Source: an optimization exercise on an open RTL-to-GDS flow (aim: small area, a short achievable clock period and few clock cycles per item). Production flows keep margins and buffers that such runs may drop. Where RTL was checked, it was by simulation tests only, not by an equivalence proof against the original. Power is estimated from default activity; no workload was simulated.

== main ==
==> flow/design.v <==
module ble_sync_correlator (
    input  wire [31:0] window,    
    input  wire [31:0] aa,
    output wire [4:0]  ge
);
    wire [31:0] d;
    genvar k;
    generate
        for (k = 0; k < 32; k = k + 1) begin : g_d
            assign d[k] = window[k] ^ aa[31 - k];
        end
    endgenerate
    wire [1:0] p [0:15];
    generate
        for (k = 0; k < 16; k = k + 1) begin : g_p
            assign p[k] = {d[2*k] & d[2*k+1], d[2*k] | d[2*k+1]};
        end
    endgenerate
    wire [3:0] q [0:7];
    generate
        for (k = 0; k < 8; k = k + 1) begin : g_q
            ble_therm_merge #(.W(2)) u_m (.a({3'd0, p[2*k]}), .b({3'd0, p[2*k+1]}), .c(q[k]));
        end
    endgenerate
    wire [4:0] o [0:3];
    generate
        for (k = 0; k < 4; k = k + 1) begin : g_o
            ble_therm_merge #(.W(5)) u_m (.a({1'b0, q[2*k]}), .b({1'b0, q[2*k+1]}), .c(o[k]));
        end
    endgenerate
    wire [4:0] h0, h1;
    ble_therm_merge #(.W(5)) u_h0 (.a(o[0]), .b(o[1]), .c(h0));
    ble_therm_merge #(.W(5)) u_h1 (.a(o[2]), .b(o[3]), .c(h1));
    ble_therm_merge #(.W(5)) u_t  (.a(h0), .b(h1), .c(ge));
endmodule
module ble_therm_merge #(parameter W = 5) (
    input  wire [4:0]   a,
    input  wire [4:0]   b,
    output wire [W-1:0] c
);
    wire [5:0] ax = {a, 1'b1};    
    wire [5:0] bx = {b, 1'b1};
    genvar n, i;
    generate
        for (n = 1; n <= W; n = n + 1) begin : g_n
            wire [n:0] t;
            for (i = 0; i <= n; i = i + 1) begin : g_i
                assign t[i] = ax[i] & bx[n - i];
            end
            assign c[n-1] = |t;
        end
    endgenerate
endmodule
module ble_rx_deframer (
    input  wire        clk,
    input  wire        rst,             
    input  wire [31:0] cfg_aa,
    input  wire        cfg_phy2m,       
    input  wire [5:0]  cfg_channel,
    input  wire        cfg_whiten,
    input  wire [23:0] cfg_crc_init,
    input  wire        bit_valid,
    input  wire        bit_data,
    input  wire        bit_last,
    output wire        bit_ready,
    output reg         pdu_valid,
    output wire [7:0]  pdu_data,
    output wire        res_valid,
    output wire [11:0] res_flags,
    output wire [15:0] res_sync_pos,
    output wire [31:0] res_aa,
    output wire [15:0] res_hdr,
    output wire [7:0]  res_pdu_len,
    output wire [23:0] res_crc,
    output wire [23:0] res_crc_rx,
    output wire [15:0] res_nbits
);
    reg         ready_r;
    reg         take, data, last;             
    reg         rst_r;                        
    reg  [46:0] hist;                         
    reg         hdr15;
    reg  [31:0] aa_r;
    reg         phy_r, wht_r;
    reg  [15:0] nbits, pos;
    reg         ev, hitr, synced;
    reg  [23:0] crc, sr;
    reg  [6:0]  wh;
    reg  [2:0]  bitcnt;
    reg         hb;
    reg  [7:0]  bc;
    reg         p_hdr, p_pay, p_crc, done;    
    reg         mism, fin;
    reg         rv_r, ge32_r, full_r;
    reg         u;                            
    reg  [4:0]  psum;                         
    assign bit_ready = ready_r;
    wire take_in = bit_valid & ready_r;
    wire synced_any = synced | hitr;
    wire hdr_valid  = ~p_hdr;
    wire clr        = fin & ~done;
    assign res_valid = rv_r;
    wire start = rst_r | rv_r;
    wire full = full_r | (nbits[5] & (nbits[4] | (nbits[3] & ~phy_r)));
    wire [4:0] aa_ge;
    ble_sync_correlator u_corr (
        .window ({hist[30:0], data}),
        .aa     (aa_r),
        .ge     (aa_ge)
    );
    wire       ge32   = ge32_r | nbits[5];
    wire       e_in   = (hist[30] ^ ~u) & ge32;
    wire       e_out  = ((phy_r ? hist[46] : hist[38]) ^ ~u) & full;
    wire       q      = aa_r[0] ^ ~u;
    wire [4:0] lpre   = phy_r ? 5'd16 : 5'd8;
    wire [4:0] pm     = q ? (lpre - psum) : psum;
    wire       hit    = (pm == 5'd0) ? ~aa_ge[4] :
                        (pm == 5'd1) ? ~aa_ge[3] :
                        (pm == 5'd2) ? ~aa_ge[2] :
                        (pm == 5'd3) ? ~aa_ge[1] :
                        (pm == 5'd4) ? ~aa_ge[0] : 1'b0;
    wire [4:0] psum_adj = (e_in & ~e_out) ? psum + 5'd1 :
                          (~e_in & e_out) ? psum - 5'd1 : psum;
    wire        nb_inc = take & ~last;
    wire        ps_inc = ev & ~hitr;
    wire [15:0] nbits_inc, pos_inc;
    genvar gi;
    generate
        for (gi = 0; gi < 16; gi = gi + 1) begin : g_cnt
            assign nbits_inc[gi] = nbits[gi] ^ (nb_inc & ((gi == 0) | &nbits[(gi > 0 ? gi - 1 : 0):0]));
            assign pos_inc[gi]   = pos[gi] ^ (ps_inc & ((gi == 0) | &pos[(gi > 0 ? gi - 1 : 0):0]));
        end
    endgenerate
    wire fbit     = take & synced_any & ~done;
    wire dbit     = data ^ (wht_r & wh[0]);
    wire sin      = dbit & ~clr;
    wire byte_end = fbit & (bitcnt == 3'd7);
    wire [7:0] len = {hist[32], hist[33], hist[34], hist[35], hist[36], hist[37], hist[38], hist[39]};
    wire bc_eq    = (bc == len);
    wire bc_2     = (bc == 8'd2);
    wire in_pdu   = p_hdr | (p_pay & ~bc_eq);
    wire lastbit  = take & last & ~done;      
    wire shift_en = (take | clr) & ~synced_any;
    wire up_en    = synced_any ? ((fbit & p_hdr) | (clr & ~hdr_valid)) : shift_en;
    wire done_next = done | (byte_end & p_crc & bc_2);
    wire crc_fb  = crc[23] ^ dbit;
    wire crc_run = fbit & in_pdu;
    wire crc_sin = clr ? 1'b0 : (crc_run ? crc_fb : crc[23]);
    wire crc_tap = crc_run & crc_fb;
    wire synced_n = ~start & synced_any;
    wire mism_n   = (start | ~synced_any) ? 1'b0 :
                    (fbit & ~in_pdu) ? (mism | (crc[23] ^ dbit)) : mism;
    always @(posedge clk) begin
        aa_r   <= cfg_aa;
        phy_r  <= cfg_phy2m;
        wht_r  <= cfg_whiten;
        if (rst)
            ready_r <= 1'b1;
        else if (take_in & bit_last)
            ready_r <= 1'b0;
        else if (res_valid)
            ready_r <= 1'b1;
        take  <= take_in & ~rst;
        data  <= bit_data;
        last  <= bit_last;
        rst_r <= rst;
        if (shift_en)
            hist[31:0] <= {hist[30:0], data & ~clr};
        if (up_en) begin
            hist[46:33] <= hist[45:32];
            hist[32]    <= synced_any ? sin : hist[31];
            hdr15       <= hist[46];
        end
        nbits  <= start ? 16'd1 : nbits_inc;
        u      <= ~start & (u ^ take);
        ge32_r <= ~start & ge32;
        full_r <= ~start & full;
        if (start | take)
            psum <= start ? 5'd0 : psum_adj;
        pos    <= (start | (clr & ~synced_any)) ? 16'd0 : pos_inc;
        ev     <= ~start & take & full & ~synced_any;
        hitr   <= ~start & take & full & ~synced_any & hit;
        synced <= synced_n;
        if (~synced_any)
            wh <= {1'b1, cfg_channel};
        else if (fbit)
            wh <= {wh[5:0], wh[6] ^ wh[3]};
        if (~synced_any & ~clr)
            crc <= cfg_crc_init;
        else if (fbit | clr)
            crc <= {crc[22:0], crc_sin} ^ ({24{crc_tap}} & 24'h00065A);
        mism <= mism_n;
        if (fbit | clr)
            sr <= {sin, sr[23:1]};
        pdu_valid <= ~rst & ~start & byte_end & in_pdu;
        if (start) begin
            p_hdr <= 1'b1;
            p_pay <= 1'b0;
            p_crc <= 1'b0;
            done  <= 1'b0;
        end else if (byte_end) begin
            if (p_hdr & hb) begin
                p_hdr <= 1'b0;
                p_pay <= 1'b1;
            end
            if (p_pay & bc_eq) begin
                p_pay <= 1'b0;
                p_crc <= 1'b1;
            end
            if (p_crc & bc_2) begin
                p_crc <= 1'b0;
                done  <= 1'b1;
            end
        end
        if (start | lastbit) begin
            bitcnt <= 3'd0;
            bc     <= 8'd0;
        end else if (clr) begin
            {bc[2:0], bitcnt} <= {bc[2:0], bitcnt} + 6'd1;
        end else if (~synced_any) begin
            bitcnt <= 3'd0;
            bc     <= 8'd0;
        end else if (fbit) begin
            bitcnt <= bitcnt + 3'd1;
            if (byte_end & ~p_hdr)
                bc <= (p_pay & bc_eq) ? 8'd1 : bc + 8'd1;
        end
        if (start | ~synced_any)
            hb <= 1'b0;
        else if (byte_end)
            hb <= 1'b1;
        rv_r <= ~rst & ~start & ((((take_in & bit_last) | lastbit) & done_next) |
                                 (clr & (bc[2:0] == 3'd6) & (bitcnt == 3'd6)));
        if (start)
            fin <= 1'b0;
        else if (lastbit)
            fin <= 1'b1;
    end
    genvar g;
    generate
        for (g = 0; g < 32; g = g + 1) begin : g_aa
            assign res_aa[g] = hist[31 - g];
        end
        for (g = 1; g < 16; g = g + 1) begin : g_hdr
            assign res_hdr[g] = hist[47 - g];
        end
        for (g = 0; g < 24; g = g + 1) begin : g_crc
            assign res_crc[g] = crc[23 - g];
        end
    endgenerate
    assign res_hdr[0]   = hdr15;
    wire crc_ok = done & ~mism;
    assign res_flags    = {synced, ~synced, ~synced | done, ~(synced & done), 4'b0000,
                           hdr_valid, synced, crc_ok, crc_ok};
    assign res_sync_pos = pos;
    assign res_pdu_len  = done ? len : {6'd0, hdr_valid, 1'b0};
    assign res_crc_rx   = sr;
    assign res_nbits    = nbits;
    assign pdu_data     = sr[23:16];
endmodule
export LEC_CHECK = 0
export CAP_MARGIN = 20
export CORE_MARGIN = 2
export CORE_UTILIZATION = 60
export PLACE_DENSITY = 0.75
export SLEW_MARGIN = 20
create_clock -name core_clock -period 8.5 [get_ports {clk}]
standard.sh (not shown) runs the stock make flow with config.mk's settings and CLKGATE_MAP_FILE= SYNTH_SCRIPT=/design/flow/synth_recipe.tcl, a recipe that flattens the netlist after the stock synthesis.
==> flow/flow/run.sh <==
#!/bin/bash
# Standard ORFS layout (the standard.sh) with: plain buf_1 cells as the
# port buffers, a larger setup margin for the resizer's timing repair, and a
# clock tree of clkbuf_8 buffers without dummy loads.
set -euo pipefail
cd "$(dirname "${BASH_SOURCE[0]}")/.."
export BUFFER_PORTS_ARGS="-buffer_cell sky130_fd_sc_hd__buf_1"
export SETUP_SLACK_MARGIN=5.45
export CTS_ARGS="-sink_clustering_enable -repair_clock_nets -dont_use_dummy_load -buf_list sky130_fd_sc_hd__clkbuf_8 -sink_clustering_size 16 -sink_clustering_max_diameter 60 -root_buf sky130_fd_sc_hd__clkbuf_16 -distance_between_buffers 1000 -branching_point_buffers_distance 1000"
bash standard.sh > standard.log 2>&1
Changes in the feature branch relative to main:
--- a/flow/design.v
+++ b/flow/design.v
@@ -94,6 +94,8 @@
     reg         rv_r, ge32_r, full_r;
     reg         u;                            
     reg  [4:0]  psum;                         
+    reg         o_nsyn, o_f9, o_f8, o_hv, o_ok;  
+    reg  [7:0]  o_plen;                       
     assign bit_ready = ready_r;
     wire take_in = bit_valid & ready_r;
     wire synced_any = synced | hitr;
@@ -148,12 +150,20 @@
     wire crc_sin = clr ? 1'b0 : (crc_run ? crc_fb : crc[23]);
     wire crc_tap = crc_run & crc_fb;
     wire synced_n = ~start & synced_any;
+    wire done_n   = ~start & done_next;
+    wire p_hdr_n  = start | (p_hdr & ~(byte_end & hb));
     wire mism_n   = (start | ~synced_any) ? 1'b0 :
                     (fbit & ~in_pdu) ? (mism | (crc[23] ^ dbit)) : mism;
     always @(posedge clk) begin
         aa_r   <= cfg_aa;
         phy_r  <= cfg_phy2m;
         wht_r  <= cfg_whiten;
+        o_nsyn <= ~synced_n;
+        o_f9   <= ~synced_n | done_n;
+        o_f8   <= ~(synced_n & done_n);
+        o_hv   <= ~p_hdr_n;
+        o_ok   <= done_n & ~mism_n;
+        o_plen <= done_n ? len : {6'd0, ~p_hdr_n, 1'b0};
         if (rst)
             ready_r <= 1'b1;
         else if (take_in & bit_last)
@@ -249,11 +259,9 @@
         end
     endgenerate
     assign res_hdr[0]   = hdr15;
-    wire crc_ok = done & ~mism;
-    assign res_flags    = {synced, ~synced, ~synced | done, ~(synced & done), 4'b0000,
-                           hdr_valid, synced, crc_ok, crc_ok};
+    assign res_flags    = {synced, o_nsyn, o_f9, o_f8, 4'b0000, o_hv, synced, o_ok, o_ok};
     assign res_sync_pos = pos;
-    assign res_pdu_len  = done ? len : {6'd0, hdr_valid, 1'b0};
+    assign res_pdu_len  = o_plen;
     assign res_crc_rx   = sr;
     assign res_nbits    = nbits;
     assign pdu_data     = sr[23:16];
Results
met3 wirelength from detailed routing for the feature branch: 210 microns up relative to main. In the metrics for main and the feature branch, the one carrying the higher die boundary height is the feature branch. Comparing main and the feature branch, the lower part of the cycle the worst path needs is on the feature branch. Die area: main and the feature branch compared, higher one is the feature branch. Routing usage on met3 for the feature branch: 0.65 points up relative to main. Looking at cell with the largest stage delay on the worst path, the sky130_fd_sc_hd__or4_1 result is from main; the sky130_fd_sc_hd__edfxtp_1 one comes from the feature branch. The feature branch vs main: setup clock skew after layout up. When the feature branch is measured against main, its post-layout total power turns out 0.000064 W higher.
Testbench counts of the feature branch, summed over its fixed seeds: cycles 147,147, bits 146,743.
For main, only the layout was checked, not whether the RTL still works.

-- port drivers added, routing unchanged --
The flow's constraints put no driver on any port. The routed layouts listed below were extracted and timed again, unchanged, in two steps. Step 1 (the two cells are an assumption about what drives the block):
set clk [get_ports {clk}]
set_driving_cell -lib_cell sky130_fd_sc_hd__clkbuf_16 $clk
set_driving_cell -lib_cell sky130_fd_sc_hd__buf_2 [delete_from_list [all_inputs] $clk]
Step 2, shift: input delay + t, output delay - t, t = (earliest + latest rising clock arrival at the registers) / 2. This alone moves slack from input paths to output paths. a / b / c = ideal ports / drivers / drivers and shift; a / b = the first two.
run	shift t [ns]	setup WS [ns]	hold slack, ns	worst setup path at the end
main	0.490	5.538 / 5.500 / 5.538	0.450 / 0.450 / 0.450	register to register
the feature branch	0.494	5.630 / 5.589 / 5.795	0.457 / 0.457 / 0.457	register to register
After both steps every run listed still meets setup and hold.
